Source: an optimization exercise on an open RTL-to-GDS flow (aim: small area and a short achievable clock period). Production flows keep margins and buffers that such runs may drop.
At most, simulation tests tie the RTL to the original design; equivalence was not proved.
Function not checked in runs 5 to 8: the RTL went through the layout flow alone.
No activity file was given, so power comes from the tool's default toggle rates.

**design/flow/flow/run.sh**
```bash
#!/bin/bash
# The standard ORFS layout (the standard.sh), with the port buffers that
# global placement inserts made sky130_fd_sc_hd__buf_1 instead of the delay
# buffer buffer_ports picks by itself. Every input and output port still gets
# its buffer; nothing else in the flow changes.
set -euo pipefail
export BUFFER_PORTS_ARGS="-buffer_cell sky130_fd_sc_hd__buf_1"
export CTS_ARGS="-sink_clustering_enable -repair_clock_nets -dont_use_dummy_load -sink_clustering_size 30 -sink_clustering_max_diameter 80 -buf_list {sky130_fd_sc_hd__clkbuf_8 sky130_fd_sc_hd__clkbuf_16}"
bash standard.sh > orfs_make.log 2>&1
```
**design/flow/standard.sh**
```bash
#!/bin/bash
# synth_recipe.tcl (not shown) runs the flow's synth.tcl, then flattens the netlist and writes it again
# the make line also repeats each setting of config.mk as NAME=value (left out here)
make -C /OpenROAD-flow-scripts/flow DESIGN_CONFIG=/design/flow/config.mk WORK_HOME=/design/flow/orfs CLKGATE_MAP_FILE= SYNTH_SCRIPT=/design/flow/synth_recipe.tcl "${@:-finish}"
```
**design/flow/config.mk**
```make
export PLATFORM = sky130hd
export DESIGN_NAME = scp_rx
export DESIGN_NICKNAME = scp_rx
export VERILOG_FILES = /design/flow/design.v
export SDC_FILE = /design/flow/constraint.sdc
export NUM_CORES = 4
export LEC_CHECK = 0
export CAP_MARGIN = 20
export CORE_MARGIN = 2
export CORE_UTILIZATION = 60
export SETUP_SLACK_MARGIN = 2.7
export SLEW_MARGIN = 20
```
**design/flow/constraint.sdc**
```tcl
create_clock -name core_clock -period 5.0 [get_ports {clk}]
set_input_delay 1.0000 -clock core_clock [delete_from_list [all_inputs] [get_ports {clk}]]
set_output_delay 1.0000 -clock core_clock [all_outputs]
set_load 0.01 [all_outputs]
```
**design/flow/design.v**
```verilog
module scp_crc8_byte (
    input  wire [7:0] acc,
    input  wire [7:0] data,
    output reg  [7:0] next
);
    integer i;
    always @(*) begin
        next = acc ^ data;
        for (i = 0; i < 8; i = i + 1)
            next = next[0] ? ((next >> 1) ^ 8'h8C) : (next >> 1);
    end
endmodule
module scp_crc16_byte (
    input  wire [15:0] acc,
    input  wire [7:0]  data,
    output reg  [15:0] next
);
    integer i;
    always @(*) begin
        next = acc ^ {8'h00, data};
        for (i = 0; i < 8; i = i + 1)
            next = next[0] ? ((next >> 1) ^ 16'h8408) : (next >> 1);
    end
endmodule
module scp_rx #(
    parameter BUF_BYTES = 64
) (
    input  wire                   clk,
    input  wire                   rst,
    input  wire [7:0]             cfg_sof,
    input  wire                   cfg_dup_suppress,
    input  wire [15:0]            cfg_max_dlen,
    input  wire [7:0]             cfg_prev_seq_reset,
    input  wire [63:0]            cfg_sub_ids,
    input  wire [3:0]             cfg_sub_en,
    input  wire                   in_valid,
    input  wire [7:0]             in_byte,
    input  wire                   abort,
    output reg                    ev_valid,
    output reg  [2:0]             ev_code,
    output wire [15:0]            ev_cmd,
    output wire [15:0]            ev_dlen,
    output wire [8*BUF_BYTES-1:0] ev_payload
);
    localparam [2:0] EV_NONE = 3'd0, EV_BAD_SOF = 3'd1, EV_DLEN_OVERFLOW = 3'd2,
                     EV_CRC8_MISMATCH = 3'd3, EV_CRC16_MISMATCH = 3'd4,
                     EV_DUPLICATE = 3'd5, EV_UNKNOWN_CMD = 3'd6, EV_DISPATCH = 3'd7;
    reg st_sof, st_dlen0, st_dlen1, st_seq, st_crc8, st_cmd0, st_cmd1, st_data,
        st_c16a, st_c16b;
    reg [6:0]  rx_dlen;         
    reg        rx_dlen_big;     
    reg [7:0]  rx_prev_seq;
    reg        rx_abandon;
    reg [15:0] rx_cmd;
    reg        rx_sub;          
    reg        rx_c16_lo_ok;    
    reg [7:0]  rx_row;          
    reg [7:0]  rx_col;          
    reg [6:0]  rx_rem;          
    reg        rx_last;         
    reg [7:0]  rx_c8_acc;
    reg [15:0] rx_c16_acc;
    reg [7:0]  rx_buf [0:BUF_BYTES-1];
    assign ev_cmd  = rx_cmd;
    assign ev_dlen = {9'd0, rx_dlen};
    genvar g;
    generate
        for (g = 0; g < BUF_BYTES; g = g + 1) begin : g_payload
            assign ev_payload[8*g +: 8] = rx_buf[g];
        end
    endgenerate
    wire [7:0]  c8_fed;
    wire [15:0] c16_fed;
    scp_crc8_byte  u_c8  (.acc(st_sof ? 8'hFF : rx_c8_acc),     .data(in_byte), .next(c8_fed));
    scp_crc16_byte u_c16 (.acc(st_sof ? 16'hFFFF : rx_c16_acc), .data(in_byte), .next(c16_fed));
    wire take      = in_valid;
    wire is_sof    = (in_byte == cfg_sof);
    wire dlen_big  = rx_dlen_big || (in_byte != 8'd0);
    wire c8_ok     = (in_byte == rx_c8_acc);
    wire c16_ok    = rx_c16_lo_ok && (in_byte == rx_c16_acc[15:8]);
    reg subscribed;
    integer k;
    always @(*) begin
        subscribed = 1'b0;
        for (k = 0; k < 4; k = k + 1)
            if (cfg_sub_en[k] && cfg_sub_ids[16*k +: 16] == rx_cmd)
                subscribed = 1'b1;
    end
    integer b;
    always @(posedge clk) begin
        for (b = 0; b < BUF_BYTES; b = b + 1)
            if (rx_row[b / 8] && rx_col[b % 8])
                rx_buf[b] <= in_byte;
    end
    always @(posedge clk) begin
        rx_sub <= subscribed;
        if (take) begin
            rx_c8_acc <= c8_fed;
            if (!(st_c16a || st_c16b))
                rx_c16_acc <= c16_fed;
        end
        if (take && st_dlen0) begin
            rx_dlen     <= in_byte[6:0];
            rx_dlen_big <= (in_byte > 8'd64) ||
                           (cfg_max_dlen[15:8] == 8'd0 && in_byte > cfg_max_dlen[7:0]);
        end
        if (take && st_seq)
            rx_abandon <= cfg_dup_suppress && (in_byte == rx_prev_seq);
        if (take && st_cmd0) rx_cmd[7:0]  <= in_byte;
        if (take && st_cmd1) rx_cmd[15:8] <= in_byte;
        if (take && st_c16a) rx_c16_lo_ok <= (in_byte == rx_c16_acc[7:0]);
        if (take && st_cmd1) begin
            rx_col  <= 8'd1;
            rx_rem  <= rx_dlen;
            rx_last <= (rx_dlen == 7'd1);
        end else if (take && st_data) begin
            rx_col  <= {rx_col[6:0], rx_col[7]};
            rx_rem  <= rx_rem - 7'd1;
            rx_last <= (rx_rem == 7'd2);
        end
        if (rst || abort)
            rx_row <= 8'd0;
        else if (take && st_cmd1)
            rx_row <= (rx_dlen != 7'd0) ? 8'd1 : 8'd0;
        else if (take && st_data)
            rx_row <= rx_last ? 8'd0 : rx_col[7] ? {rx_row[6:0], 1'b0} : rx_row;
        if (rst) begin
            rx_prev_seq <= cfg_prev_seq_reset;
        end else if (take && st_seq && cfg_dup_suppress) begin
            rx_prev_seq <= in_byte;
        end
        if (rst) begin
            {st_sof, st_dlen0, st_dlen1, st_seq, st_crc8, st_cmd0, st_cmd1, st_data,
             st_c16a, st_c16b} <= 10'b1000000000;
            ev_valid <= 1'b0;
        end else begin
            ev_valid <= take;
            if (abort) begin
                {st_sof, st_dlen0, st_dlen1, st_seq, st_crc8, st_cmd0, st_cmd1, st_data,
                 st_c16a, st_c16b} <= 10'b1000000000;
            end else if (take) begin
                st_sof   <= (st_sof && !is_sof) || (st_dlen1 && dlen_big) ||
                            (st_crc8 && !c8_ok) || st_c16b;
                st_dlen0 <= st_sof && is_sof;
                st_dlen1 <= st_dlen0;
                st_seq   <= st_dlen1 && !dlen_big;
                st_crc8  <= st_seq;
                st_cmd0  <= st_crc8 && c8_ok;
                st_cmd1  <= st_cmd0;
                st_data  <= (st_cmd1 && rx_dlen != 7'd0) || (st_data && !rx_last);
                st_c16a  <= (st_cmd1 && rx_dlen == 7'd0) || (st_data && rx_last);
                st_c16b  <= st_c16a;
            end
        end
        if (st_sof && !is_sof)
            ev_code <= EV_BAD_SOF;
        else if (st_dlen1 && dlen_big)
            ev_code <= EV_DLEN_OVERFLOW;
        else if (st_crc8 && !c8_ok)
            ev_code <= EV_CRC8_MISMATCH;
        else if (st_c16b)
            ev_code <= !c16_ok    ? EV_CRC16_MISMATCH :
                       rx_abandon ? EV_DUPLICATE :
                       !rx_sub    ? EV_UNKNOWN_CMD : EV_DISPATCH;
        else
            ev_code <= EV_NONE;
    end
endmodule
```
==> results of run 1 <==
==> kinds of logic (layout without fill, tap and decap cells) <==
group	count (synthesis)	in the layout	share of synthesized area, %
simple gates	214	214	5.32
buf+inv	55	724	1.24
mux	7	7	0.368
flops	609	609	83.9
other cells	1	9	0.0175
xor+xnor	166	166	6.94
fa+ha+maj	10	10	0.584
compound gates	58	58	1.66
==> stage by stage <==
stage | worst slack, ns | utilization (%)
floorplan | 2.74 | -
global placement | 1.67 | 68.9
detailed placement | 1.53 | 68.9
CTS | 2.69 | 71.2
global route | 2.70 | 71.4
finish | 2.75 | 71.4
==> report_power, final <==
group | total (mW) | internal (mW) | switching [mW]
Combinational | 0.336 | 0.129 | 0.207
Sequential | 5.63 | 5.60 | 0.0276
Clock | 2.33 | 0.933 | 1.40
==> flip-flops by register name, summed over array words and instances (netlist names), 3 cells and up <==
register / count
ev_code: 3
rx_prev_seq: 8
rx_buf: 512
rx_dlen: 7
rx_rem: 7
rx_c8_acc: 8
rx_c16_acc: 16
rx_row: 8
rx_cmd: 16
rx_col: 8
==> worst paths after layout <==
kind | startpoint | cells after the start | to | slack, ns
max | rx_cmd[2]$_DFFE_PP_ | 1 | ev_cmd[2] | 2.75
min | st_dlen0$_SDFFE_PP0P_ | 2 | st_dlen0$_SDFFE_PP0P_ | 0.48
max reg2reg | rx_cmd[15]$_DFFE_PP_ | 6 | rx_sub$_SDFF_PP1_ | 2.92
min reg2reg | st_dlen0$_SDFFE_PP0P_ | 2 | st_dlen0$_SDFFE_PP0P_ | 0.48
==> layer usage <==
| layer | track usage (%) | up-vias | wire length (µm) |
|---|---|---|---|
| li1 | - | 5451 | - |
| met2 | 51.4 | 742 | 30000 |
| met5 | 0.796 | - | 54 |
| met3 | 8.58 | 102 | 6590 |
| met1 | 42.8 | 6319 | 22400 |
| met4 | 9.88 | 4 | 2130 |
==> what timing repair did <==
| item | 4_1_cts | 5_1_grt |
|---|---|---|
| resized for setup | 8 | 13 |
| setup endpoints to repair | 53 | 8 |
| endpoints found under the hold margin | 0 | 0 |
| pin swaps | 1 | 0 |
| setup buffers | 15 | 5 |
==> cells in the final DEF (no fill, tap or decap), drive strengths merged, types with 3 or more instances in the layout <==
cell,synthesis,layout
a21oi,22,22
nor2,36,36
nand3,11,11
xor2,50,50
nor4,18,18
xnor2,115,115
o21a,3,3
a21o,3,3
mux2,7,7
buf,19,682
edfxtp,578,578
nor3,9,9
ha,10,10
nor2b,7,7
inv,14,14
conb,1,9
dfxtp,31,31
o2bb2ai,5,5
nand4,19,19
clkbuf,22,28
and2,70,70
o21ai,14,14
nand2,36,36
==> cell type report <==
cell class | count | share of cell area [%]
timing repair buffer | 684 | 11.0
clock buffer | 26 | 2.58
sequential | 609 | 71.2
tap | 461 | 2.28
inverter | 14 | 0.208
multi-input combinational | 464 | 12.8
==> results.json, run 1 <==
{
  "drtAntennaViolNets": 0,
  "path_class": "reg2out",
  "crit_slowest_cell": "edfxtp_1",
  "timing.setup.tns_ns": 0,
  "final_max_slew_viol_count": 0,
  "drive_above_1_share_pct": 4.56,
  "leakagePower_nw": 7.94,
  "synth_cell_types": 43,
  "stdcell_count": 2258,
  "grt_max_degree": 52,
  "finalHoldViolCount": 0,
  "cp.buffers_inverters": 1,
  "first_global_vias": 11720,
  "grt_pass1_wl_um": 83400,
  "slowest_delay_ns": 0.51,
  "wl_per_cell_um": 27.1,
  "holdWs_ns": 0.477,
  "synth_warnings": 4,
  "overflow": 0,
  "grt_usage_pct": 31.8,
  "vias": 12618,
  "crit_chain": "buf_1",
  "status": "no timing/DRC/antenna violations",
  "ys_ff_latch": 609,
  "multi_input_area_mm2": 0.00324,
  "p_per_area_mw_per_mm2": 329,
  "synth_top_cell_area_share_pct": 81.0,
  "finalPower_mw": 8.30,
  "fin_crit_ns": 2.25,
  "maxCapViolations": 0,
  "cts_max_level": 1,
  "synth_most_common_cell": "edfxtp_1",
  "fmax_mhz": 444,
  "placed_cells": 2212,
  "drc_errors": 0,
  "numCtsBuffers": 26,
  "synthTopCellsByArea": "edfxtp_1 81%, xnor2_1 4.7%, dfxtp_1 2.9%, and2_1 2.0%, xor2_1 2.0%",
  "ir_drop_mv": 0.316,
  "synth_edf_count": 578,
  "grt_antenna_before_repair": 1,
  "drt-initial-drc-count": 1233,
  "cp_max_fo": 5,
  "routabilityCongestion": 0.865,
  "ios": 661,
  "area.growth.synth_to_final_pct": 17.8,
  "rows": 69,
  "via_per_inst": 5.59,
  "design_area_mm2": 0.0253,
  "worst_pin_slew_ns": 0.742,
  "startpoint_type": "flop",
  "hold_class": "reg2reg",
  "regArea_mm2": 0.0180,
  "port_buffers": 651,
  "dp_hpwl_um": 44200,
  "cp_data_arrival_time_ns": 1.25,
  "cts_tree": "built",
  "yosys.area.top_type": "edfxtp_1",
  "fillers": 2431,
  "clk_latency_ns": 0.59,
  "cp_top_family": "flip-flops",
  "cts_root_buffer": "clkbuf_16",
  "setup_viol": 0,
  "initial_core_util_pct": 60.6,
  "finClkSkew_ns": 0.0512,
  "place_area_mm2": 0.0244,
  "ys.flop_type": "edfxtp_1",
  "postCtsHoldBufs": 0,
  "clock_path_buffers": 3,
  "cp.required_ns": 4.00,
  "n_antenna_cell": 0,
  "synthCells": 1120,
  "synthTopCellsByCount": "578 x edfxtp_1, 114 x xnor2_1, 70 x and2_1, 50 x xor2_1, 36 x nand2_1",
  "cts.sinks": 609,
  "nets": 1922,
  "synth_area_mm2": 0.0214,
  "ys_seq_area_share_pct": 83.9,
  "die_x_um": 193,
  "max-slew-margin-rel_pct": 50.5,
  "first_pass_iters": 5,
  "core_area_mm2": 0.0354,
  "die_h_um": 193,
  "dieArea_mm2": 0.0373,
  "endpoint_kind": "output port",
  "drt_wl_total_um": 61200,
  "syn_avg_cell_area_um2": 19.1,
  "async_flop_share_pct": 0,
  "fin_crit_sh_pct": 45.0,
  "rsz0062_at_grt": "true",
  "clk_pin_slew_ns": 0.11
}
==> run 2: changes to the inputs <==
--- a/design/flow/flow/run.sh
+++ b/design/flow/flow/run.sh
@@ -7,3 +7,2 @@
 export BUFFER_PORTS_ARGS="-buffer_cell sky130_fd_sc_hd__buf_1"
-export CTS_ARGS="-sink_clustering_enable -repair_clock_nets -dont_use_dummy_load -sink_clustering_size 30 -sink_clustering_max_diameter 80 -buf_list {sky130_fd_sc_hd__clkbuf_8 sky130_fd_sc_hd__clkbuf_16}"
 bash standard.sh > orfs_make.log 2>&1
--- a/design/flow/config.mk
+++ b/design/flow/config.mk
@@ -10,2 +10,4 @@
 export CORE_UTILIZATION = 60
+export CTS_CLUSTER_DIAMETER = 60
+export CTS_CLUSTER_SIZE = 25
 export SETUP_SLACK_MARGIN = 2.7
==> results.json, run 2 <==
{
  "largest_reg_flops": 512,
  "grt_antenna_before_repair": 2,
  "ys_seq_area_share_pct": 83.9,
  "synth_top_cell_area_share_pct": 81.0,
  "r2r_slack_ns": 2.92,
  "path_class": "reg2out",
  "place_area_mm2": 0.0244,
  "clock_path_buffers": 3,
  "synthTopCellsByArea": "edfxtp_1 81%, xnor2_1 4.7%, dfxtp_1 2.9%, and2_1 2.0%, xor2_1 2.0%",
  "layout_commonest_cell": "buf_1",
  "rsz0062_at_grt": "false",
  "reg_top3": "rx_buf (512), rx_c16_acc (16), rx_cmd (16)",
  "finClkSkew_ns": 0.0214,
  "crit_chain": "buf_1",
  "final_cell_mix": "642 x buf_1, 578 x edfxtp_1, 114 x xnor2_1",
  "core_area_mm2": 0.0354,
  "regArea_mm2": 0.0180,
  "seqPwrFrac_pct": 60.1,
  "async_flop_share_pct": 0,
  "ios": 661,
  "fin_crit_ns": 2.24,
  "placed_cells": 2212,
  "synthTopCellsByCount": "578 x edfxtp_1, 114 x xnor2_1, 70 x and2_1, 50 x xor2_1, 36 x nand2_1",
  "hold_class": "reg2reg",
  "routabilityCongestion": 0.865,
  "stdcell_count": 2303,
  "grt_pass1_wl_um": 84600,
  "ir_drop_mv": 0.394,
  "cts_max_level": 2,
  "fillers": 2372,
  "finalPower_mw": 9.37,
  "finalHoldViolCount": 0,
  "hold_end": "st_cmd0$_SDFFE_PP0P_",
  "first_global_vias": 11965,
  "area.growth.synth_to_final_pct": 21.3,
  "cp_max_fo": 5,
  "fmax_mhz": 447,
  "regMostFlops": "rx_buf",
  "holdWs_ns": 0.468,
  "grt_max_degree": 52,
  "clk_latency_ns": 0.55,
  "drt_wl_total_um": 61800,
  "port_buffers": 651,
  "comb_power_share_pct": 3.6,
  "final_util_pct": 73.4,
  "r2r_cells": 6,
  "vias": 12761,
  "setup_viol": 0,
  "numCtsBuffers": 38,
  "nets": 1939,
  "leakagePower_nw": 8.28,
  "ys.flop_type": "edfxtp_1",
  "yosys.area.top_type": "edfxtp_1",
  "timing.setup.tns_ns": 0,
  "cp.buffers_inverters": 1,
  "rr_endpoint": "rx_sub$_SDFF_PP1_",
  "internal_power_mw": 7.42,
  "status": "no timing/DRC/antenna violations",
  "overflow": 0,
  "rows": 69,
  "cts.sinks": 609,
  "design_area_mm2": 0.0260,
  "postCtsHoldBufs": 0,
  "synth_most_common_cell": "edfxtp_1",
  "drtAntennaViolNets": 0,
  "fin_crit_sh_pct": 44.7,
  "max-slew-margin-rel_pct": 51.5,
  "drive_above_1_share_pct": 6.68,
  "die_h_um": 193,
  "sw_frac_of_total_pct": 20.9,
  "place_ws_ns": 1.53,
  "worst_pin_slew_ns": 0.727,
  "drt-initial-drc-count": 1057,
  "r2r_start": "rx_cmd[15]$_DFFE_PP_",
  "synth_area_mm2": 0.0214,
  "synth_cell_types": 43,
  "synth_edf_count": 578,
  "p_per_area_mw_per_mm2": 361,
  "synthCells": 1120,
  "drc_errors": 0,
  "first_pass_iters": 5,
  "switching_power_mw": 1.96,
  "final_max_slew_viol_count": 0,
  "cp_top_family": "flip-flops",
  "multi_input_area_mm2": 0.00324,
  "startpoint_type": "flop",
  "via_per_inst": 5.54,
  "clk_pin_slew_ns": 0.08,
  "ys_ff_latch": 609,
  "clock_power_share_pct": 36.3,
  "min_path_cells": 2,
  "cts_tree": "built",
  "worstHoldStart": "st_cmd0$_SDFFE_PP0P_",
  "maxCapViolations": 0,
  "syn_avg_cell_area_um2": 19.1,
  "dieArea_mm2": 0.0373,
  "fin_ws_ns": 2.76,
  "cp_data_arrival_time_ns": 1.24,
  "slowest_delay_ns": 0.51,
  "endpoint_kind": "output port",
  "wl_per_cell_um": 26.9,
  "initial_core_util_pct": 60.6,
  "crit_slowest_cell": "edfxtp_1",
  "dp_hpwl_um": 44200,
  "synth_warnings": 4,
  "cts_root_buffer": "clkbuf_16",
  "die_x_um": 193,
  "grt_usage_pct": 32.2,
  "cp.required_ns": 4.00
}
## run 2: cell families (layout without fill, tap and decap cells)
kind of cell,after synthesis,after routing,synth area share [%]
multiplexers,7,7,0.368
XOR/XNOR,166,166,6.94
AO/OA/AOI/OAI,58,58,1.66
flip-flops,609,609,83.9
other,1,10,0.0175
buffers and inverters,55,768,1.24
AND/OR/NAND/NOR,214,214,5.32
adder cells (fa/ha/maj),10,10,0.584
## run 2: worst max path at each step
stage | start | end | cells past startpoint
2_1_floorplan | in_byte[0] | rx_dlen_big$_DFFE_PP_ | 8
3_3_place_gp | in_byte[0] | rx_dlen_big$_DFFE_PP_ | 8
3_5_place_dp | in_byte[1] | ev_code[1]$_SDFF_PP0_ | 7
4_1_cts | in_byte[1] | ev_code[1]$_SDFF_PP0_ | 7
5_1_grt | in_byte[3] | ev_code[1]$_SDFF_PP0_ | 6
6_report | rx_cmd[5]$_DFFE_PP_ | ev_cmd[5] | 1
## run 2: area by class of cell
| cell class | count | area share, % |
|---|---|---|
| multi-input cells | 464 | 12.5 |
| clock buffers | 44 | 4.03 |
| inverters | 14 | 0.202 |
| repair buffers | 689 | 10.8 |
| diodes | 1 | 0.00963 |
| clock inverters | 21 | 1.08 |
| well taps | 461 | 2.22 |
| flip-flops and latches | 609 | 69.2 |
## run 2: layer usage
metal / track usage [%] / vias up / routed length, µm
li1: - / 5520 / -
met1: 41.8 / 6403 / 22700
met2: 50.8 / 693 / 29900
met3: 10.4 / 139 / 6380
met4: 12.7 / 6 / 2680
met5: 2.25 / - / 126
## run 2: timing repair
item                                    4_1_cts  5_1_grt
cloned                                        0        0
resized for setup                             9       15
setup buffers                                10       15
endpoints found under the setup margin       50       12
pin swaps                                     1        0
## run 2: power groups by stage
stage	clock network [mW]	logic (mW)	registers, mW
floorplan	0	0.173	5.74
global placement	0	0.321	5.75
detailed placement	0	0.326	5.75
CTS	3.43	0.333	5.63
global route	3.63	0.368	5.64
finish	3.40	0.339	5.63
==> run 3: changes to the inputs <==
--- a/design/flow/flow/run.sh
+++ b/design/flow/flow/run.sh
@@ -7,2 +7,3 @@
 export BUFFER_PORTS_ARGS="-buffer_cell sky130_fd_sc_hd__buf_1"
+export CTS_ARGS="-sink_clustering_enable -repair_clock_nets -dont_use_dummy_load -sink_clustering_size 40 -sink_clustering_max_diameter 50 -buf_list {sky130_fd_sc_hd__clkbuf_8 sky130_fd_sc_hd__clkbuf_16}"
 bash standard.sh > orfs_make.log 2>&1
--- a/design/flow/config.mk
+++ b/design/flow/config.mk
@@ -10,4 +10,2 @@
 export CORE_UTILIZATION = 60
-export CTS_CLUSTER_DIAMETER = 60
-export CTS_CLUSTER_SIZE = 25
 export SETUP_SLACK_MARGIN = 2.7
==> results.json, run 3 <==
{
  "status": "no timing/DRC/antenna violations",
  "clk_latency_ns": 0.55,
  "cp.buffers_inverters": 1,
  "drc_errors": 0,
  "min_path_cells": 2,
  "sw_frac_of_total_pct": 19.5,
  "finClkSkew_ns": 0.0525,
  "leakagePower_nw": 8.16,
  "final_cell_mix": "642 x buf_1, 578 x edfxtp_1, 114 x xnor2_1",
  "cts_tree": "built",
  "yosys.area.top_type": "edfxtp_1",
  "grt_usage_pct": 31.9,
  "largest_reg_flops": 512,
  "final_max_slew_viol_count": 0,
  "cts_max_level": 2,
  "slowest_delay_ns": 0.55,
  "syn_avg_cell_area_um2": 19.1,
  "die_h_um": 193,
  "fin_crit_ns": 2.28,
  "switching_power_mw": 1.74,
  "worst_pin_slew_ns": 0.738,
  "synth_xor_area_share_pct": 6.94,
  "r2r_slack_ns": 2.91,
  "hold_end": "st_dlen0$_SDFFE_PP0P_",
  "cp_top_family": "flip-flops",
  "synth_cell_types": 43,
  "ios": 661,
  "path_class": "reg2out",
  "cts.sinks": 609,
  "drive_above_1_share_pct": 5.72,
  "placed_cells": 2212,
  "nets": 1943,
  "crit_chain": "buf_1",
  "drt_wl_total_um": 61300,
  "r2r_start": "rx_cmd[15]$_DFFE_PP_",
  "maxCapViolations": 0,
  "async_flop_share_pct": 0,
  "routabilityCongestion": 0.865,
  "clock_path_buffers": 3,
  "die_x_um": 193,
  "comb_power_share_pct": 3.8,
  "synthCells": 1120,
  "grt.busiest_layer": "met2",
  "setup_viol": 0,
  "synth_warnings": 4,
  "cp_data_arrival_time_ns": 1.28,
  "first_pass_iters": 5,
  "vias": 12766,
  "synth_most_common_cell": "edfxtp_1",
  "grt_antenna_before_repair": 2,
  "rows": 69,
  "grt_use_met1_pct": 43.0,
  "r2r_cells": 6,
  "synthTopCellsByCount": "578 x edfxtp_1, 114 x xnor2_1, 70 x and2_1, 50 x xor2_1, 36 x nand2_1",
  "fillers": 2391,
  "grt_max_degree": 52,
  "met3_usage_pct": 8.62,
  "max-slew-margin-rel_pct": 50.8,
  "timing.setup.tns_ns": 0,
  "ys.flop_type": "edfxtp_1",
  "finalPower_mw": 8.97,
  "dieArea_mm2": 0.0373,
  "numCtsBuffers": 42,
  "hold_class": "reg2reg",
  "cp.required_ns": 4.00,
  "synth.area.mux_share_pct": 0.368,
  "drtAntennaViolNets": 0,
  "area.growth.synth_to_final_pct": 20.0,
  "p_per_area_mw_per_mm2": 349,
  "ys_ff_latch": 609,
  "wl_per_cell_um": 26.9,
  "seqPwrFrac_pct": 62.8,
  "port_buffers": 651,
  "synth_top_family_by_area": "XOR/XNOR gates",
  "synth_fa_ha_area_share_pct": 0.584,
  "synth_top_cell_area_share_pct": 81.0,
  "internal_power_mw": 7.22,
  "ir_drop_mv": 0.308,
  "cts_root_buffer": "clkbuf_16",
  "startpoint_type": "flop",
  "regMostFlops": "rx_buf",
  "synthTopCellsByArea": "edfxtp_1 81%, xnor2_1 4.7%, dfxtp_1 2.9%, and2_1 2.0%, xor2_1 2.0%",
  "n_antenna_cell": 0,
  "endpoint_kind": "output port",
  "dp_hpwl_um": 44200,
  "cp_max_fo": 5,
  "clk_pin_slew_ns": 0.07,
  "synthSimpleGateAreaFrac_pct": 5.32,
  "via_per_inst": 5.60,
  "synth_compound_area_share_pct": 1.66,
  "ys_seq_area_share_pct": 83.9,
  "core_area_mm2": 0.0354,
  "fin_crit_sh_pct": 45.7,
  "worstHoldStart": "st_dlen0$_SDFFE_PP0P_",
  "rr_endpoint": "rx_sub$_SDFF_PP1_",
  "overflow": 0,
  "stdcell_count": 2279,
  "layout_commonest_cell": "buf_1",
  "fmax_mhz": 438,
  "crit_slowest_cell": "edfxtp_1",
  "initial_core_util_pct": 60.6,
  "grt_pass1_wl_um": 84000,
  "reg_top3": "rx_buf (512), rx_c16_acc (16), rx_cmd (16)",
  "globalRouteMet2Util_pct": 52.7,
  "rsz0062_at_grt": "true",
  "drt-initial-drc-count": 1232,
  "synth_area_mm2": 0.0214,
  "first_global_vias": 11845,
  "finalHoldViolCount": 0,
  "clock_power_share_pct": 33.4,
  "synth_edf_count": 578
}
run 3: changes by cell type in the layout (fill, tap and decap cells not counted), moves of 2 or more:
cell | before | now
clkinv_4 | 3 | 0
clkinv_1 | 2 | 0
clkinv_8 | 6 | 0
inv_6 | 3 | 0
clkbuf_1 | 2 | 0
inv_12 | 2 | 0
inv_8 | 2 | 0
bufinv_16 | 2 | 0
run 3: final cells by class:
cell class	instances	area [µm²]	area share, %
flip-flops and latches	609	18000	69.9
well taps	461	577	2.24
repair buffers	689	2810	10.9
inverters	14	52.6	0.204
multi-input cells	464	3240	12.6
clock buffers	42	1050	4.09
run 3: kinds of logic (layout without fill, tap and decap cells):
kind of cell               Yosys count  in the layout
other                                1              9
adders and majority gates           10             10
and+or+nand+nor                    214            214
buffers and inverters               55            745
xor gates and xnor gates           166            166
DFF                                609            609
AOI/OAI and AO/OA                   58             58
muxes                                7              7
run 3: routing by layer:
metal  part of all wire, %  wire length [µm]  up-vias
met5                 0.033                20        -
met4                   2.4              1500        4
met3                    11              6550       86
met2                    50             30600      765
met1                    37             22600     6415
li1                      -                 -     5496
run 3: how the worst max path moves through the flow:
stage / from / slack (ns) / to / depth (start not counted)
after global placement: in_byte[0] / 1.67 / rx_dlen_big$_DFFE_PP_ / 8
after global routing: in_byte[1] / 2.69 / ev_code[2]$_SDFF_PP0_ / 7
after floorplan: in_byte[0] / 2.74 / rx_dlen_big$_DFFE_PP_ / 8
after CTS: in_byte[5] / 2.70 / rx_dlen_big$_DFFE_PP_ / 6
after detailed placement: in_byte[1] / 1.53 / ev_code[1]$_SDFF_PP0_ / 7
final: rx_cmd[6]$_DFFE_PP_ / 2.72 / ev_cmd[6] / 1
run 3: what timing repair did:
action / in CTS / in global routing
buffers inserted: 10 / 15
hold buffers: 0 / 0
resized for setup: 10 / 14
pin swaps: 1 / 0
setup endpoints to repair: 50 / 13
run 3: metrics by stage:
stage	instance area (µm²)	setup slack [ns]	hold WS (ns)	util (%)
after floorplan	21500	2.74	0.436	-
after global placement	24400	1.67	0.449	68.9
after detailed placement	24400	1.53	0.457	68.9
after CTS	25600	2.70	0.463	72.2
after global routing	25700	2.69	0.469	72.6
final	25700	2.72	0.468	72.6
run 3: power by group through the flow:
stage	combinational [mW]	clock (mW)	sequential (mW)
2_1_floorplan	0.173	0	5.74
3_3_place_gp	0.321	0	5.75
3_5_place_dp	0.326	0	5.75
4_1_cts	0.332	3.01	5.63
5_1_grt	0.367	3.20	5.64
6_report	0.337	3.00	5.63
run 3: worst reg2reg max path, delay by kind of cell, from the launching register on:
kind | cells | cell delay (ns)
XOR/XNOR | 1 | 0.16
flip-flops | 1 | 0.46
buffers and inverters | 1 | 0.21
AND/OR/NAND/NOR | 4 | 1.21
==> run 4: changes to the inputs <==
--- a/design/flow/flow/run.sh
+++ b/design/flow/flow/run.sh
@@ -7,3 +7,3 @@
 export BUFFER_PORTS_ARGS="-buffer_cell sky130_fd_sc_hd__buf_1"
-export CTS_ARGS="-sink_clustering_enable -repair_clock_nets -dont_use_dummy_load -sink_clustering_size 40 -sink_clustering_max_diameter 50 -buf_list {sky130_fd_sc_hd__clkbuf_8 sky130_fd_sc_hd__clkbuf_16}"
+export CTS_ARGS="-sink_clustering_enable -repair_clock_nets -dont_use_dummy_load -sink_clustering_size 45 -sink_clustering_max_diameter 40 -buf_list {sky130_fd_sc_hd__clkbuf_8 sky130_fd_sc_hd__clkbuf_16}"
 bash standard.sh > orfs_make.log 2>&1
==> results.json, run 4 <==
{
  "status": "no timing/DRC/antenna violations",
  "clk_pin_slew_ns": 0.04,
  "finalPower_mw": 9.51,
  "core_area_mm2": 0.0354,
  "syn_avg_cell_area_um2": 19.1,
  "first_pass_iters": 5,
  "clock_path_buffers": 3,
  "grt_antenna_before_repair": 1,
  "synthTopCellsByCount": "578 x edfxtp_1, 114 x xnor2_1, 70 x and2_1, 50 x xor2_1, 36 x nand2_1",
  "crit_chain": "buf_1",
  "n_antenna_cell": 0,
  "r2r_cells": 6,
  "internal_power_mw": 7.66,
  "fin_crit_ns": 2.25,
  "grt_max_degree": 52,
  "hold_class": "reg2reg",
  "die_h_um": 193,
  "synth_top_cell_area_share_pct": 81.0,
  "synth_warnings": 4,
  "drtAntennaViolNets": 0,
  "final_cell_mix": "642 x buf_1, 578 x edfxtp_1, 114 x xnor2_1",
  "dieArea_mm2": 0.0373,
  "fmax_mhz": 445,
  "min_path_cells": 2,
  "hold_end": "st_dlen0$_SDFFE_PP0P_",
  "endpoint_kind": "output port",
  "overflow": 0,
  "area.growth.synth_to_final_pct": 21.3,
  "drive_above_1_share_pct": 6.18,
  "yosys.area.top_type": "edfxtp_1",
  "fin_crit_sh_pct": 45.0,
  "cp_max_fo": 4,
  "grt_pass1_wl_um": 85000,
  "drc_errors": 0,
  "synth_edf_count": 578,
  "synth_most_common_cell": "edfxtp_1",
  "async_flop_share_pct": 0,
  "r2r_start": "rx_cmd[15]$_DFFE_PP_",
  "r2r_slack_ns": 2.85,
  "path_class": "reg2out",
  "synthTopCellsByArea": "edfxtp_1 81%, xnor2_1 4.7%, dfxtp_1 2.9%, and2_1 2.0%, xor2_1 2.0%",
  "leakagePower_nw": 8.30,
  "comb_power_share_pct": 3.6,
  "crit_slowest_cell": "edfxtp_1",
  "postCtsHoldBufs": 0,
  "clock_power_share_pct": 37.1,
  "numCtsBuffers": 55,
  "regMostFlops": "rx_buf",
  "cts_max_level": 2,
  "nets": 1953,
  "sw_frac_of_total_pct": 19.4,
  "die_x_um": 193,
  "synthCells": 1120,
  "drt_wl_total_um": 62500,
  "worst_pin_slew_ns": 0.720,
  "port_buffers": 651,
  "cp.required_ns": 4.00,
  "reg_top3": "rx_buf (512), rx_c16_acc (16), rx_cmd (16)",
  "finalHoldViolCount": 0,
  "ios": 661,
  "grt_usage_pct": 32.5,
  "stdcell_count": 2289,
  "rows": 69,
  "layout_commonest_cell": "buf_1",
  "cp.buffers_inverters": 1,
  "largest_reg_flops": 512,
  "p_per_area_mw_per_mm2": 366,
  "fin_ws_ns": 2.75,
  "synth_cell_types": 43,
  "cts_root_buffer": "clkbuf_16",
  "final_util_pct": 73.5,
  "ir_drop_mv": 0.291,
  "cts.sinks": 609,
  "cp_data_arrival_time_ns": 1.25,
  "dp_hpwl_um": 44200,
  "maxCapViolations": 0,
  "max-slew-margin-rel_pct": 52.0,
  "rr_endpoint": "rx_sub$_SDFF_PP1_",
  "seqPwrFrac_pct": 59.3,
  "worstHoldStart": "st_dlen0$_SDFFE_PP0P_",
  "rsz0062_at_grt": "false",
  "place_ws_ns": 1.53,
  "first_global_vias": 12086,
  "finClkSkew_ns": 0.0335,
  "ys_seq_area_share_pct": 83.9,
  "routabilityCongestion": 0.865,
  "initial_core_util_pct": 60.6,
  "synth_area_mm2": 0.0214,
  "cp_top_family": "flip-flops",
  "wl_per_cell_um": 27.3,
  "ys_ff_latch": 609,
  "slowest_delay_ns": 0.49,
  "clk_latency_ns": 0.58,
  "cts_tree": "built",
  "vias": 12831,
  "switching_power_mw": 1.85,
  "timing.setup.tns_ns": 0,
  "via_per_inst": 5.61,
  "setup_viol": 0,
  "placed_cells": 2212,
  "drt-initial-drc-count": 1086,
  "ys.flop_type": "edfxtp_1",
  "startpoint_type": "flop",
  "final_max_slew_viol_count": 0
}
run 4: cell counts after synthesis:
Identical to the previous run, type by type.
run 4: what timing repair did:
action | in CTS | in global routing
pin swaps | 1 | 0
gates resized for setup | 9 | 12
buffers inserted | 14 | 8
endpoints found under the setup margin | 53 | 9
run 4: per-stage QoR:
stage | hold slack, ns | cell area, µm²
after global placement | 0.449 | 24400
after CTS | 0.463 | 25900
final | 0.466 | 26000
after global routing | 0.468 | 26000
after detailed placement | 0.457 | 24400
after floorplan | 0.436 | 21500
run 4: cells by family (layout without fill, tap and decap cells):
group                      Yosys count  in the layout  share of synthesized area, %
DFF                                609            609                          83.9
and+or+nand+nor                    214            214                          5.32
xor gates and xnor gates           166            166                          6.94
AOI/OAI and AO/OA                   58             58                          1.66
buffers and inverters               55            755                          1.24
adders and majority gates           10             10                         0.584
muxes                                7              7                         0.368
other                                1              9                        0.0175
run 4: worst min-delay path, delay by kind of cell (launching register included):
kind | cells | cell delay [ns]
simple gates | 1 | 0.06
compound gates | 1 | 0.05
flops | 1 | 0.30
run 4: metal layers:
metal  routed length [µm]  part of all wire, %  GRT usage (%)  up-vias
li1                     -                    -              -     5516
met1                22600                   36           41.4     6440
met2                30400                   49           51.9      746
met3                 6980                   11           11.3      125
met4                 2530                  4.0           12.3        4
met5                   54                0.086          0.796        -
run 4: worst max path at each step:
stage,start,endpoint,depth (start not counted)
after global placement,in_byte[0],rx_dlen_big$_DFFE_PP_,8
after global routing,in_byte[0],ev_code[1]$_SDFF_PP0_,7
after floorplan,in_byte[0],rx_dlen_big$_DFFE_PP_,8
final,rx_dlen[0]$_DFFE_PP_,ev_dlen[0],1
after CTS,rx_cmd[11]$_DFFE_PP_,ev_cmd[11],1
after detailed placement,in_byte[1],ev_code[1]$_SDFF_PP0_,7
run 4: cell type report:
type,instances,area (µm²)
flip-flops and latches,609,18000
multi-input cells,464,3240
well taps,461,577
inverters,14,52.6
clock buffers,55,1380
repair buffers,686,2790
fillers,2347,9390
run 4: power by group through the flow:
stage | registers, mW | logic (mW) | clock network (mW)
after floorplan | 5.74 | 0.173 | 0
after global placement | 5.75 | 0.321 | 0
after detailed placement | 5.75 | 0.326 | 0
after CTS | 5.64 | 0.332 | 3.55
after global routing | 5.64 | 0.367 | 3.74
final | 5.64 | 0.338 | 3.53
==> run 5: changes to the inputs <==
--- a/design/flow/design.v
+++ b/design/flow/design.v
@@ -56,5 +56,3 @@
     reg        rx_c16_lo_ok;    
-    reg [7:0]  rx_row;          
-    reg [7:0]  rx_col;          
-    reg [6:0]  rx_rem;          
+    reg [5:0]  rx_offset;       
     reg        rx_last;         
@@ -88,7 +86,5 @@
     end
-    integer b;
     always @(posedge clk) begin
-        for (b = 0; b < BUF_BYTES; b = b + 1)
-            if (rx_row[b / 8] && rx_col[b % 8])
-                rx_buf[b] <= in_byte;
+        if (take && st_data)
+            rx_buf[rx_offset] <= in_byte;
     end
@@ -111,17 +107,10 @@
         if (take && st_c16a) rx_c16_lo_ok <= (in_byte == rx_c16_acc[7:0]);
-        if (take && st_cmd1) begin
-            rx_col  <= 8'd1;
-            rx_rem  <= rx_dlen;
+        if (!st_data)
+            rx_offset <= 6'd0;
+        else if (take)
+            rx_offset <= rx_offset + 6'd1;
+        if (take && st_cmd1)
             rx_last <= (rx_dlen == 7'd1);
-        end else if (take && st_data) begin
-            rx_col  <= {rx_col[6:0], rx_col[7]};
-            rx_rem  <= rx_rem - 7'd1;
-            rx_last <= (rx_rem == 7'd2);
-        end
-        if (rst || abort)
-            rx_row <= 8'd0;
-        else if (take && st_cmd1)
-            rx_row <= (rx_dlen != 7'd0) ? 8'd1 : 8'd0;
         else if (take && st_data)
-            rx_row <= rx_last ? 8'd0 : rx_col[7] ? {rx_row[6:0], 1'b0} : rx_row;
+            rx_last <= ({1'b0, rx_offset} + 7'd2 == rx_dlen);
         if (rst) begin
--- a/design/flow/flow/run.sh
+++ b/design/flow/flow/run.sh
@@ -7,3 +7,2 @@
 export BUFFER_PORTS_ARGS="-buffer_cell sky130_fd_sc_hd__buf_1"
-export CTS_ARGS="-sink_clustering_enable -repair_clock_nets -dont_use_dummy_load -sink_clustering_size 45 -sink_clustering_max_diameter 40 -buf_list {sky130_fd_sc_hd__clkbuf_8 sky130_fd_sc_hd__clkbuf_16}"
 bash standard.sh > orfs_make.log 2>&1
--- a/design/flow/config.mk
+++ b/design/flow/config.mk
@@ -9,4 +9,3 @@
 export CORE_MARGIN = 2
-export CORE_UTILIZATION = 60
-export SETUP_SLACK_MARGIN = 2.7
+export CORE_UTILIZATION = 40
 export SLEW_MARGIN = 20
==> results.json, run 5 <==
{
  "synth_top_cell_area_share_pct": 81.8,
  "drt_wl_total_um": 63100,
  "reg_top3": "rx_buf (512), rx_c16_acc (16), rx_cmd (16)",
  "leakagePower_nw": 8.08,
  "synth_edf_count": 571,
  "cp_max_fo": 8,
  "timing.setup.tns_ns": 0,
  "slowest_delay_ns": 0.80,
  "drive_above_1_share_pct": 6.83,
  "vias": 12435,
  "fin_crit_ns": 2.52,
  "clock_path_buffers": 3,
  "cp_data_arrival_time_ns": 2.76,
  "synth_warnings": 3,
  "clk_pin_slew_ns": 0.06,
  "hold_class": "reg2reg",
  "cts_tree": "built",
  "port_buffers": 651,
  "max-slew-margin-rel_pct": 41.9,
  "crit_chain": "ha_1, nand2_1, nor2_1",
  "final_util_pct": 50.4,
  "final_cell_mix": "643 x buf_1, 571 x edfxtp_1, 120 x xnor2_1",
  "drt-initial-drc-count": 985,
  "drc_errors": 0,
  "synthTopCellsByArea": "edfxtp_1 82%, xnor2_1 5.0%, dfxtp_1 2.0%, nor2_1 1.9%, xor2_1 1.7%",
  "worst_pin_slew_ns": 0.869,
  "dp_hpwl_um": 42800,
  "synthCells": 1091,
  "grt_usage_pct": 22.4,
  "dieArea_mm2": 0.0543,
  "regMostFlops": "rx_buf",
  "setup_viol": 0,
  "grt_max_degree": 61,
  "synth_cell_types": 56,
  "finalHoldViolCount": 0,
  "cp.required_ns": 5.24,
  "postCtsHoldBufs": 0,
  "maxCapViolations": 0,
  "place_area_mm2": 0.0242,
  "cts.sinks": 592,
  "grt_pass1_wl_um": 86400,
  "endpoint_kind": "flop",
  "wl_per_cell_um": 25.2,
  "nets": 1910,
  "cts_max_level": 2,
  "core_area_mm2": 0.0516,
  "ys_ff_latch": 592,
  "final_max_slew_viol_count": 0,
  "die_x_um": 233,
  "n_antenna_cell": 0,
  "finClkSkew_ns": 0.0167,
  "via_per_inst": 4.95,
  "rows": 83,
  "ys.flop_type": "edfxtp_1",
  "ys_seq_area_share_pct": 83.8,
  "yosys.area.top_type": "edfxtp_1",
  "holdWs_ns": 0.459,
  "initial_core_util_pct": 40.6,
  "synthTopCellsByCount": "571 x edfxtp_1, 120 x xnor2_1, 107 x nor2_1, 41 x xor2_1, 32 x nand2_1",
  "async_flop_share_pct": 0,
  "numCtsBuffers": 58,
  "design_area_mm2": 0.0260,
  "path_class": "reg2reg",
  "fin_crit_sh_pct": 50.3,
  "grt_antenna_before_repair": 0,
  "p_per_area_mw_per_mm2": 387,
  "ios": 661,
  "cts_root_buffer": "clkbuf_16",
  "overflow": 0,
  "syn_avg_cell_area_um2": 19.2,
  "startpoint_type": "flop",
  "post-cts-setup-buffers": 0,
  "ir_drop_mv": 0.278,
  "layout_commonest_cell": "buf_1",
  "synth_area_mm2": 0.0210,
  "first_global_vias": 12185,
  "area.growth.synth_to_final_pct": 24.1,
  "crit_slowest_cell": "nor2_1",
  "largest_reg_flops": 512,
  "synth_most_common_cell": "edfxtp_1",
  "first_pass_iters": 5,
  "drtAntennaViolNets": 0,
  "die_h_um": 233,
  "status": "no timing/DRC/antenna violations",
  "routabilityCongestion": 0.874,
  "rsz0062_at_grt": "false",
  "cts_resized": 0,
  "clk_latency_ns": 0.61,
  "fmax_mhz": 397
}
run 5: cell count changes in the layout (fill, tap and decap cells not counted), sizes merged, moves of 11 or more:
cell / change
a21oi: -11
and2: -62
buf: -28
clkbuf: +19
clkinv: +22
nor2: +73
run 5: logic make-up after synthesis:
group	count (synthesis)	synth area share, %
buf+inv	51	1.41
flops	592	83.8
compound gates	36	1.14
mux	8	0.424
other cells	1	0.0179
fa+ha+maj	13	0.776
xor+xnor	168	7.36
simple gates	222	5.09
run 5: path summary, 6_finish.rpt:
path,startpoint,endpoint,slack [ns],cells past startpoint
max reg2reg,rx_offset[2]$_SDFFE_PN0P_,rx_buf[31][2]$_DFFE_PP_,2.48,3
min reg2reg,st_seq$_SDFFE_PP0P_,st_seq$_SDFFE_PP0P_,0.46,2
max,rx_offset[2]$_SDFFE_PN0P_,rx_buf[31][2]$_DFFE_PP_,2.48,3
min,st_seq$_SDFFE_PP0P_,st_seq$_SDFFE_PP0P_,0.46,2
run 5: area by class of cell:
class | instances | area (µm²)
Timing Repair Buffer | 663 | 2560
Clock inverter | 37 | 362
Multi-Input combinational cell | 456 | 3140
Clock buffer | 69 | 1490
Tap cell | 680 | 851
Fill cell | 4405 | 25600
Sequential cell | 592 | 17600
Inverter | 13 | 48.8
run 5: through the flow:
stage / instances / power [mW] / setup WS, ns
floorplan: 1099 / 5.77 / 1.97
global placement: 2404 / 5.94 / 1.86
detailed placement: 2404 / 5.95 / 1.85
CTS: 2510 / 10.1 / 2.40
global route: 2510 / 10.4 / 2.29
finish: 2510 / 10.1 / 2.48
run 5: worst max-delay path, delay by kind of cell (launching register included):
kind	cells	cell delay (ns)
adders and majority gates	1	0.33
DFF	1	0.49
and+or+nand+nor	2	1.33
run 5: per-layer routing:
metal | global-route usage (%) | part of all wire, % | vias up | wire length [µm]
li1 | - | - | 5429 | -
met1 | 28.6 | 39 | 6324 | 24800
met2 | 38.4 | 51 | 593 | 32000
met3 | 4.99 | 7.5 | 89 | 4720
met4 | 6.33 | 2.5 | 0 | 1590
met5 | 0 | 0 | - | 0
run 5: power by group:
group	internal [mW]	leakage [nW]	switching, mW	total, mW
logic	0.125	1.87	0.218	0.342
registers	5.47	5.33	0.0254	5.50
clock network	2.40	0.879	1.83	4.23
total	7.99	8.08	2.07	10.1
==> run 6: changes to the inputs <==
--- a/design/flow/config.mk
+++ b/design/flow/config.mk
@@ -10,2 +10,3 @@
 export CORE_UTILIZATION = 40
+export SETUP_SLACK_MARGIN = 2.7
 export SLEW_MARGIN = 20
==> results.json, run 6 <==
{
  "cts_tree": "built",
  "hold_class": "reg2reg",
  "cp.required_ns": 5.25,
  "routabilityCongestion": 0.879,
  "drt-initial-drc-count": 1036,
  "synth_warnings": 3,
  "dieArea_mm2": 0.0543,
  "drive_above_1_share_pct": 12.6,
  "maxCapViolations": 0,
  "grt_pass1_wl_um": 89700,
  "cp_max_fo": 8,
  "setup_viol": 0,
  "finalPower_mw": 10.2,
  "ir_drop_mv": 0.307,
  "nets": 1937,
  "finalHoldViolCount": 0,
  "crit_chain": "buf_2, nand2_1, nor2_1, nand2_1, nor2_2",
  "overflow": 0,
  "endpoint_kind": "flop",
  "crit_top_cell": "nand2_1",
  "cts.sinks": 592,
  "largest_reg_flops": 512,
  "timing.setup.tns_ns": 0,
  "area.growth.synth_to_final_pct": 26.5,
  "cts_root_buffer": "clkbuf_16",
  "numCtsBuffers": 59,
  "die_x_um": 233,
  "clk_pin_slew_ns": 0.06,
  "postCtsHoldBufs": 0,
  "wl_per_cell_um": 26.0,
  "p_per_area_mw_per_mm2": 385,
  "regMostFlops": "rx_buf",
  "crit_slowest_cell": "nand2_1",
  "final_max_slew_viol_count": 0,
  "die_h_um": 233,
  "worst_pin_slew_ns": 0.965,
  "max-slew-margin-rel_pct": 35.5,
  "fin_crit_sh_pct": 49.3,
  "leakagePower_nw": 8.29,
  "synth_edf_count": 571,
  "grt_max_degree": 58,
  "fin_ws_ns": 2.53,
  "syn_avg_cell_area_um2": 19.2,
  "rows": 83,
  "cp_data_arrival_time_ns": 2.71,
  "slowest_delay_ns": 0.62,
  "rsz0062_at_grt": "true",
  "dp_hpwl_um": 45300,
  "grt_usage_pct": 23.6,
  "core_area_mm2": 0.0516,
  "first_pass_iters": 6,
  "place_ws_ns": 1.66,
  "fmax_mhz": 406,
  "finClkSkew_ns": 0.0283,
  "startpoint_type": "input pin",
  "ios": 661,
  "first_global_vias": 12275,
  "synth_top_cell_area_share_pct": 81.8,
  "async_flop_share_pct": 0,
  "synthTopCellsByCount": "571 x edfxtp_1, 120 x xnor2_1, 107 x nor2_1, 41 x xor2_1, 32 x nand2_1",
  "synth_area_mm2": 0.0210,
  "final_cell_mix": "631 x buf_1, 571 x edfxtp_1, 120 x xnor2_1",
  "layout_commonest_cell": "buf_1",
  "drc_errors": 0,
  "port_buffers": 651,
  "reg_top3": "rx_buf (512), rx_c16_acc (16), rx_cmd (16)",
  "ys.flop_type": "edfxtp_1",
  "ys_ff_latch": 592,
  "cp.buffers_inverters": 1,
  "synth_cell_types": 56,
  "vias": 12649,
  "ys_seq_area_share_pct": 83.8,
  "drt_wl_total_um": 65900,
  "synth_most_common_cell": "edfxtp_1",
  "via_per_inst": 4.98,
  "cts_max_level": 2,
  "initial_core_util_pct": 40.6,
  "path_class": "in2reg",
  "clock_path_buffers": 3,
  "cp_top_family": "simple AND/OR/NAND/NOR gates",
  "synthTopCellsByArea": "edfxtp_1 82%, xnor2_1 5.0%, dfxtp_1 2.0%, nor2_1 1.9%, xor2_1 1.7%",
  "synthCells": 1091,
  "yosys.area.top_type": "edfxtp_1",
  "fin_crit_ns": 2.47,
  "status": "no timing/DRC/antenna violations",
  "clk_latency_ns": 0.62,
  "grt_antenna_before_repair": 3,
  "drtAntennaViolNets": 0
}
-- run 6: cell counts after synthesis --
No cell type changed its count.
-- run 6: cell type report --
cell class	instances	area, µm²
timing repair buffer	689	2780
clock buffer	76	1580
antenna	1	2.50
tap	680	851
sequential	592	17600
multi-input combinational	456	3370
inverter	13	48.8
fill	4332	25100
clock inverter	31	323
-- run 6: power breakdown --
group          switching (mW)  total (mW)  internal, mW
logic                   0.223       0.349         0.126
registers              0.0259        5.50          5.47
clock network            1.83        4.37          2.54
total                    2.08        10.2          8.14
-- run 6: worst paths after layout --
check,from,endpoint,slack (ns),cells after the start
worst max-delay path,in_valid,rx_buf[50][4]$_DFFE_PP_,2.53,5
worst min-delay path,st_cmd0$_SDFFE_PP0P_,st_cmd0$_SDFFE_PP0P_,0.46,2
worst max register to register,st_data$_SDFFE_PP0P_,rx_buf[50][4]$_DFFE_PP_,2.58,4
worst min register to register,st_cmd0$_SDFFE_PP0P_,st_cmd0$_SDFFE_PP0P_,0.46,2
-- run 6: logic make-up after synthesis --
logic type | Yosys count | share of synthesized area [%]
simple gates | 222 | 5.09
flops | 592 | 83.8
fa+ha+maj | 13 | 0.776
other cells | 1 | 0.0179
mux | 8 | 0.424
compound gates | 36 | 1.14
xor+xnor | 168 | 7.36
buf+inv | 51 | 1.41
-- run 6: routing by layer --
metal	GRT usage, %	routed length (µm)	vias up
li1	-	-	5503
met1	30.0	25600	6358
met2	38.9	32600	673
met3	6.09	5490	111
met4	8.92	2220	4
met5	0	32	-
-- run 6: timing repair --
| item | in CTS | in global routing |
|---|---|---|
| hold endpoints to repair | 0 | 0 |
| gates resized for setup | 50 | 33 |
| buffers inserted | 23 | 1 |
| endpoints found under the setup margin | 560 | 512 |
| pin swaps | 0 | 1 |
| gates cloned | 0 | 0 |
-- run 6: per-stage QoR --
| step | util (%) | instance area, µm² | std cells | hold WS (ns) |
|---|---|---|---|---|
| 3_3_place_gp | 46.9 | 24200 | 2406 | 0.455 |
| 6_report | 51.4 | 26500 | 2538 | 0.463 |
| 4_1_cts | 51.2 | 26400 | 2536 | 0.462 |
| 5_1_grt | 51.4 | 26500 | 2538 | 0.492 |
| 2_1_floorplan | - | 21000 | 1099 | 0.436 |
| 3_5_place_dp | 46.9 | 24200 | 2406 | 0.453 |
-- run 6: worst min-delay path, stage by stage (launching register included) --
cell and delay [ns]:
dfxtp_1 0.31, nand2_1 0.06, a21oi_1 0.05
==> run 7: changes to the inputs <==
--- a/design/flow/config.mk
+++ b/design/flow/config.mk
@@ -10,2 +10,4 @@
 export CORE_UTILIZATION = 40
+export CTS_CLUSTER_DIAMETER = 100
+export CTS_CLUSTER_SIZE = 30
 export SETUP_SLACK_MARGIN = 2.7
==> results.json, run 7 <==
{
  "overflow": 0,
  "fin_crit_sh_pct": 50.1,
  "cp_top_family": "simple AND/OR/NAND/NOR gates",
  "drt_wl_total_um": 64900,
  "crit_chain": "buf_2, nand2_1, nor2_1, nand2_1, nor2_2",
  "via_per_inst": 5.01,
  "cp_data_arrival_time_ns": 2.74,
  "core_area_mm2": 0.0516,
  "multi_input_area_mm2": 0.00336,
  "cp.buffers_inverters": 1,
  "path_class": "in2reg",
  "rr_endpoint": "rx_buf[58][0]$_DFFE_PP_",
  "status": "no timing/DRC/antenna violations",
  "fmax_mhz": 400,
  "clock_path_buffers": 3,
  "cts_max_level": 1,
  "crit_slowest_cell": "nand2_1",
  "area.growth.synth_to_final_pct": 20.7,
  "initial_core_util_pct": 40.6,
  "first_pass_iters": 5,
  "synth_most_common_cell": "edfxtp_1",
  "regMostFlops": "rx_buf",
  "rsz0062_at_grt": "true",
  "ys_ff_latch": 592,
  "ir_drop_mv": 0.237,
  "final_cell_mix": "633 x buf_1, 571 x edfxtp_1, 120 x xnor2_1",
  "setup_viol": 0,
  "finClkSkew_ns": 0.0228,
  "cts_root_buffer": "clkbuf_16",
  "dp_hpwl_um": 45300,
  "leakagePower_nw": 7.69,
  "synth_warnings": 3,
  "worstHoldStart": "st_cmd0$_SDFFE_PP0P_",
  "async_flop_share_pct": 0,
  "startpoint_type": "input pin",
  "die_x_um": 233,
  "r2r_start": "st_data$_SDFFE_PP0P_",
  "largest_reg_flops": 512,
  "clk_pin_slew_ns": 0.12,
  "synth_top_cell_area_share_pct": 81.8,
  "endpoint_kind": "flop",
  "synthCells": 1091,
  "r2r_cells": 4,
  "drtAntennaViolNets": 0,
  "ys.flop_type": "edfxtp_1",
  "syn_avg_cell_area_um2": 19.2,
  "synthTopCellsByCount": "571 x edfxtp_1, 120 x xnor2_1, 107 x nor2_1, 41 x xor2_1, 32 x nand2_1",
  "grt_pass1_wl_um": 87400,
  "synth_area_mm2": 0.0210,
  "layout_commonest_cell": "buf_1",
  "cts.sinks": 592,
  "cp_max_fo": 8,
  "ios": 661,
  "p_per_area_mw_per_mm2": 323,
  "wl_per_cell_um": 26.3,
  "die_h_um": 233,
  "synthTopCellsByArea": "edfxtp_1 82%, xnor2_1 5.0%, dfxtp_1 2.0%, nor2_1 1.9%, xor2_1 1.7%",
  "min_path_cells": 2,
  "fin_crit_ns": 2.50,
  "r2r_slack_ns": 2.55,
  "holdWs_ns": 0.469,
  "timing.setup.tns_ns": 0,
  "worst_pin_slew_ns": 0.981,
  "vias": 12355,
  "first_global_vias": 11883,
  "synth_edf_count": 571,
  "synth_cell_types": 56,
  "endpoint": "rx_buf[58][0]$_DFFE_PP_",
  "grt_usage_pct": 22.8,
  "drive_above_1_share_pct": 9.75,
  "regArea_mm2": 0.0176,
  "cp.required_ns": 5.24,
  "nets": 1903,
  "critPathLaunch": "in_valid",
  "reg_top3": "rx_buf (512), rx_c16_acc (16), rx_cmd (16)",
  "maxCapViolations": 0,
  "crit_top_cell": "nand2_1",
  "rows": 83,
  "cts_tree": "built",
  "ys_seq_area_share_pct": 83.8,
  "dieArea_mm2": 0.0543,
  "yosys.area.top_type": "edfxtp_1",
  "grt_antenna_before_repair": 3,
  "port_buffers": 651,
  "drc_errors": 0,
  "path_depth": 5,
  "hold_class": "reg2reg",
  "drt-initial-drc-count": 1008,
  "numCtsBuffers": 24,
  "routabilityCongestion": 0.879,
  "finalHoldViolCount": 0,
  "fillers": 4435,
  "grt_max_degree": 58,
  "clk_latency_ns": 0.59,
  "final_max_slew_viol_count": 0,
  "max-slew-margin-rel_pct": 34.5,
  "finalPower_mw": 8.18,
  "slowest_delay_ns": 0.63
}
run 7: cell count changes in the layout (fill, tap and decap cells not counted), moves of 3 or more:
cell,before,now
clkinv_2,10,1
nor2_2,57,49
bufinv_16,6,0
clkinv_1,10,0
clkbuf_16,61,24
buf_2,8,4
buf_4,36,39
clkbuf_1,15,5
nor2_1,43,49
run 7: cell families after synthesis:
kind of cell	synth area share [%]
xor gates and xnor gates	7.36
buffers and inverters	1.41
DFF	83.8
muxes	0.424
AOI/OAI and AO/OA	1.14
and+or+nand+nor	5.09
other	0.0179
adders and majority gates	0.776
run 7: tightest hold or removal path, stage by stage (launching register included):
cell and delay, ns:
dfxtp_1 0.33, nand2_1 0.06, a21oi_1 0.05
run 7: cell type report:
class | count | area share (%)
clock buffer | 29 | 2.45
sequential | 592 | 69.4
antenna | 2 | 0.0198
timing repair buffer | 690 | 11.0
inverter | 13 | 0.198
tap | 680 | 3.36
clock inverter | 5 | 0.247
multi-input combinational | 456 | 13.3
run 7: how the worst min path moves through the flow:
stage          slack, ns                    to
6_report            0.47  st_cmd0$_SDFFE_PP0P_
5_1_grt             0.50   st_seq$_SDFFE_PP0P_
4_1_cts             0.47  st_cmd0$_SDFFE_PP0P_
3_5_place_dp        0.45  st_cmd0$_SDFFE_PP0P_
3_3_place_gp        0.45  st_cmd0$_SDFFE_PP0P_
2_1_floorplan       0.44  st_cmd0$_SDFFE_PP0P_
run 7: stage by stage:
step                      util, %  cell area [µm²]  setup WS [ns]  std cells
after global placement       46.9            24200           1.71       2406
after floorplan                 -            21000           2.65       1099
after CTS                    48.7            25100           2.41       2459
final                        49.0            25300           2.50       2467
after detailed placement     46.9            24200           1.66       2406
after global routing         49.0            25300           2.39       2466
run 7: where the power goes:
group	internal, mW	total (mW)	switching [mW]
Combinational	0.126	0.348	0.222
Sequential	5.46	5.49	0.0260
Clock	0.910	2.34	1.43
run 7: what timing repair did:
action / 4_1_cts / 5_1_grt
hold endpoints to repair: 0 / 0
pin swaps: 0 / 2
setup endpoints to repair: 555 / 516
buffers inserted: 19 / 6
resized for setup: 43 / 37
hold buffers: 0 / 0
run 7: routing by layer:
metal / share of wire (%) / GRT usage (%)
met5: 0.049 / 0
met1: 39 / 29.4
met2: 50 / 38.4
met3: 7.8 / 5.60
met4: 3.1 / 6.75
==> run 8: changes to the inputs <==
--- a/design/flow/design.v
+++ b/design/flow/design.v
@@ -86,5 +86,9 @@
     end
+    wire [7:0] wr_col = (take && st_data) ? (8'd1 << rx_offset[2:0]) : 8'd0;
+    wire [7:0] wr_row = 8'd1 << rx_offset[5:3];
+    integer b;
     always @(posedge clk) begin
-        if (take && st_data)
-            rx_buf[rx_offset] <= in_byte;
+        for (b = 0; b < BUF_BYTES; b = b + 1)
+            if (wr_row[b / 8] && wr_col[b % 8])
+                rx_buf[b] <= in_byte;
     end
--- a/design/flow/config.mk
+++ b/design/flow/config.mk
@@ -9,5 +9,3 @@
 export CORE_MARGIN = 2
-export CORE_UTILIZATION = 40
-export CTS_CLUSTER_DIAMETER = 100
-export CTS_CLUSTER_SIZE = 30
+export CORE_UTILIZATION = 60
 export SETUP_SLACK_MARGIN = 2.7
==> results.json, run 8 <==
{
  "finalHoldViolCount": 0,
  "layout_commonest_cell": "buf_1",
  "ys_ff_latch": 592,
  "synth_edf_count": 571,
  "path_class": "reg2reg",
  "postCtsHoldBufs": 0,
  "initial_core_util_pct": 60.7,
  "p_per_area_mw_per_mm2": 369,
  "clk_pin_slew_ns": 0.07,
  "grt_max_degree": 57,
  "cp_data_arrival_time_ns": 2.61,
  "cp.required_ns": 5.23,
  "overflow": 0,
  "synth_top_cell_area_share_pct": 81.9,
  "grt_usage_pct": 36.3,
  "n_antenna_cell": 0,
  "finClkSkew_ns": 0.0237,
  "synthTopCellsByCount": "571 x edfxtp_1, 127 x xnor2_1, 110 x nor2_1, 35 x xor2_1, 26 x nand2_1",
  "max-slew-margin-rel_pct": 33.0,
  "synth.area.mux_share_pct": 0.472,
  "reg_top3": "rx_buf (512), rx_c16_acc (16), rx_cmd (16)",
  "fillers": 2097,
  "routabilityCongestion": 1.08,
  "cp_max_fo": 8,
  "hold_class": "reg2reg",
  "core_area_mm2": 0.0345,
  "rows": 68,
  "fmax_mhz": 421,
  "cts_tree": "built",
  "synthSimpleGateAreaFrac_pct": 4.85,
  "rsz0062_at_grt": "true",
  "syn_avg_cell_area_um2": 19.1,
  "first_pass_iters": 5,
  "fin_crit_ns": 2.38,
  "dieArea_mm2": 0.0364,
  "status": "no timing/DRC/antenna violations",
  "cts_root_buffer": "clkbuf_16",
  "clock_path_buffers": 3,
  "synthTopCellsByArea": "edfxtp_1 82%, xnor2_1 5.3%, dfxtp_1 2.0%, nor2_1 2.0%, xor2_1 1.5%",
  "area.growth.synth_to_final_pct": 25.6,
  "final_max_slew_viol_count": 0,
  "drtAntennaViolNets": 0,
  "synth_top_family_by_area": "XOR/XNOR gates",
  "grt_pass1_wl_um": 91200,
  "regMostFlops": "rx_buf",
  "die_h_um": 191,
  "synth_compound_area_share_pct": 1.36,
  "leakagePower_nw": 8.19,
  "synth_cell_types": 59,
  "vias": 13052,
  "synth_fa_ha_area_share_pct": 0.897,
  "startpoint_type": "flop",
  "dp_hpwl_um": 46200,
  "numCtsBuffers": 54,
  "async_flop_share_pct": 0,
  "synth_xor_area_share_pct": 7.14,
  "first_global_vias": 12522,
  "worst_pin_slew_ns": 1.00,
  "nets": 1943,
  "ir_drop_mv": 0.327,
  "drc_errors": 0,
  "drt-initial-drc-count": 1441,
  "synth_most_common_cell": "edfxtp_1",
  "drt_wl_total_um": 66200,
  "yosys.area.top_type": "edfxtp_1",
  "drive_above_1_share_pct": 11.8,
  "synthCells": 1093,
  "final_cell_mix": "637 x buf_1, 571 x edfxtp_1, 127 x xnor2_1",
  "clk_latency_ns": 0.59,
  "grt_antenna_before_repair": 1,
  "setup_viol": 0,
  "port_buffers": 651,
  "cts.sinks": 592,
  "finalPower_mw": 9.71,
  "cts_max_level": 2,
  "ys.flop_type": "edfxtp_1",
  "largest_reg_flops": 512,
  "wl_per_cell_um": 28.6,
  "die_x_um": 191,
  "synth_warnings": 4,
  "via_per_inst": 5.65,
  "synth_area_mm2": 0.0209,
  "maxCapViolations": 0,
  "ys_seq_area_share_pct": 83.9,
  "ios": 661,
  "fin_crit_sh_pct": 47.5,
  "endpoint_kind": "flop",
  "timing.setup.tns_ns": 0
}
[run 8: cell types whose count changed after synthesis, moves of 3 or more]
cell      previous run  this run
xor2_1              41        35
o21ai_0              5         8
clkbuf_1             9         6
buf_4               10        13
inv_1               12        15
nor2_1             107       110
nand2_1             32        26
xnor2_1            120       127
buf_6                7         3
[run 8: cells by family (layout without fill, tap and decap cells)]
logic type      Yosys count  count (layout)
simple gates            218             218
fa+ha+maj                15              15
buf+inv                  51             807
mux                       9               9
flops                   592             592
compound gates           41              41
xor+xnor                166             166
other cells               1               9
[run 8: layout make-up]
| cell class | instances | area [µm²] | share of cell area (%) |
|---|---|---|---|
| clock buffers | 69 | 1430 | 5.43 |
| well taps | 455 | 569 | 2.16 |
| multi-input cells | 458 | 3590 | 13.7 |
| flip-flops and latches | 592 | 17600 | 66.8 |
| clock inverters | 29 | 229 | 0.871 |
| repair buffers | 693 | 2850 | 10.9 |
| inverters | 16 | 60.1 | 0.228 |
[run 8: power breakdown]
part / internal (mW) / switching, mW / leakage, nW / total, mW
Clock: 2.13 / 1.73 / 0.797 / 3.86
Combinational: 0.129 / 0.222 / 2.07 / 0.351
Sequential: 5.47 / 0.0256 / 5.32 / 5.49
[run 8: metal layers]
metal | track usage [%] | part of all wire (%) | up-vias
met5 | 0 | 0 | -
met4 | 12.3 | 3.4 | 0
met2 | 59.0 | 50 | 871
li1 | - | - | 5518
met3 | 8.58 | 10 | 113
met1 | 48.7 | 37 | 6550
[run 8: worst paths after layout]
path	start	to	slack, ns	depth (start not counted)
max reg2reg	rx_offset[1]$_SDFFE_PN0P_	rx_buf[47][3]$_DFFE_PP_	2.62	4
min	st_cmd0$_SDFFE_PP0P_	st_cmd0$_SDFFE_PP0P_	0.46	2
min reg2reg	st_cmd0$_SDFFE_PP0P_	st_cmd0$_SDFFE_PP0P_	0.46	2
max	rx_offset[1]$_SDFFE_PN0P_	rx_buf[47][3]$_DFFE_PP_	2.62	4
[run 8: repair_timing]
item                                    in CTS  in global routing
cloned                                       0                  0
gates resized for setup                     85                 49
setup buffers                               25                  2
endpoints found under the setup margin     563                398
hold endpoints to repair                     0                  0
pin swaps                                    3                  1
[run 8: worst max-delay path, cell delays in order (launching register included)]
cell     delay (ns)
dfxtp_1        0.50
ha_1           0.26
ha_1           0.17
nand3_2        0.50
nor2_2         0.59
[run 8: per-stage QoR]
step	hold WS [ns]	std cells	area [µm²]	utilization [%]	setup slack [ns]
floorplan	0.436	1101	21000	-	2.64
global placement	0.448	2187	23900	69.4	1.57
detailed placement	0.449	2187	23900	69.4	1.49
CTS	0.459	2310	26100	75.6	2.66
global route	0.485	2312	26300	76.3	2.58
finish	0.463	2312	26300	76.3	2.62

what the ideal ports hide:
How much do the figures lean on ideal ports? The routed layouts below were timed once more, with nothing changed but the port constraints. Step 1 sets driving cells, clkbuf_16 on the clock port and buf_2 on the other inputs (assumed; they add their load-dependent delay and slew). Step 2 also shifts input and output timing later by t, the mid clock arrival at the registers, as if the neighbouring blocks saw the same clock. Slacks: ideal / step 1 / step 2; pairs: ideal / step 1.
run | t (ns) | setup slack, ns | worst data-port slew with drivers (ns) | pins driven straight from the clock port
run 1 | 0.613 | 2.749 / 2.695 / 2.240 | 0.08 | 1
run 2 | 0.595 | 2.763 / 2.708 / 2.220 | 0.08 | 1
run 3 | 0.584 | 2.717 / 2.661 / 2.222 | 0.08 | 1
run 4 | 0.616 | 2.751 / 2.698 / 2.204 | 0.08 | 1
run 5 | 0.665 | 2.484 / 2.476 / 1.812 | 0.09 | 1
run 6 | 0.661 | 2.534 / 2.566 / 1.906 | 0.11 | 1
run 7 | 0.633 | 2.497 / 2.530 / 1.897 | 0.11 | 1
run 8 | 0.637 | 2.623 / 2.623 / 2.103 | 0.06 | 1
After both steps setup and hold are still met in every run listed. The setup slack of run 5, which loses most, moves by -0.008 ns with the drivers and by -0.672 ns with both steps.
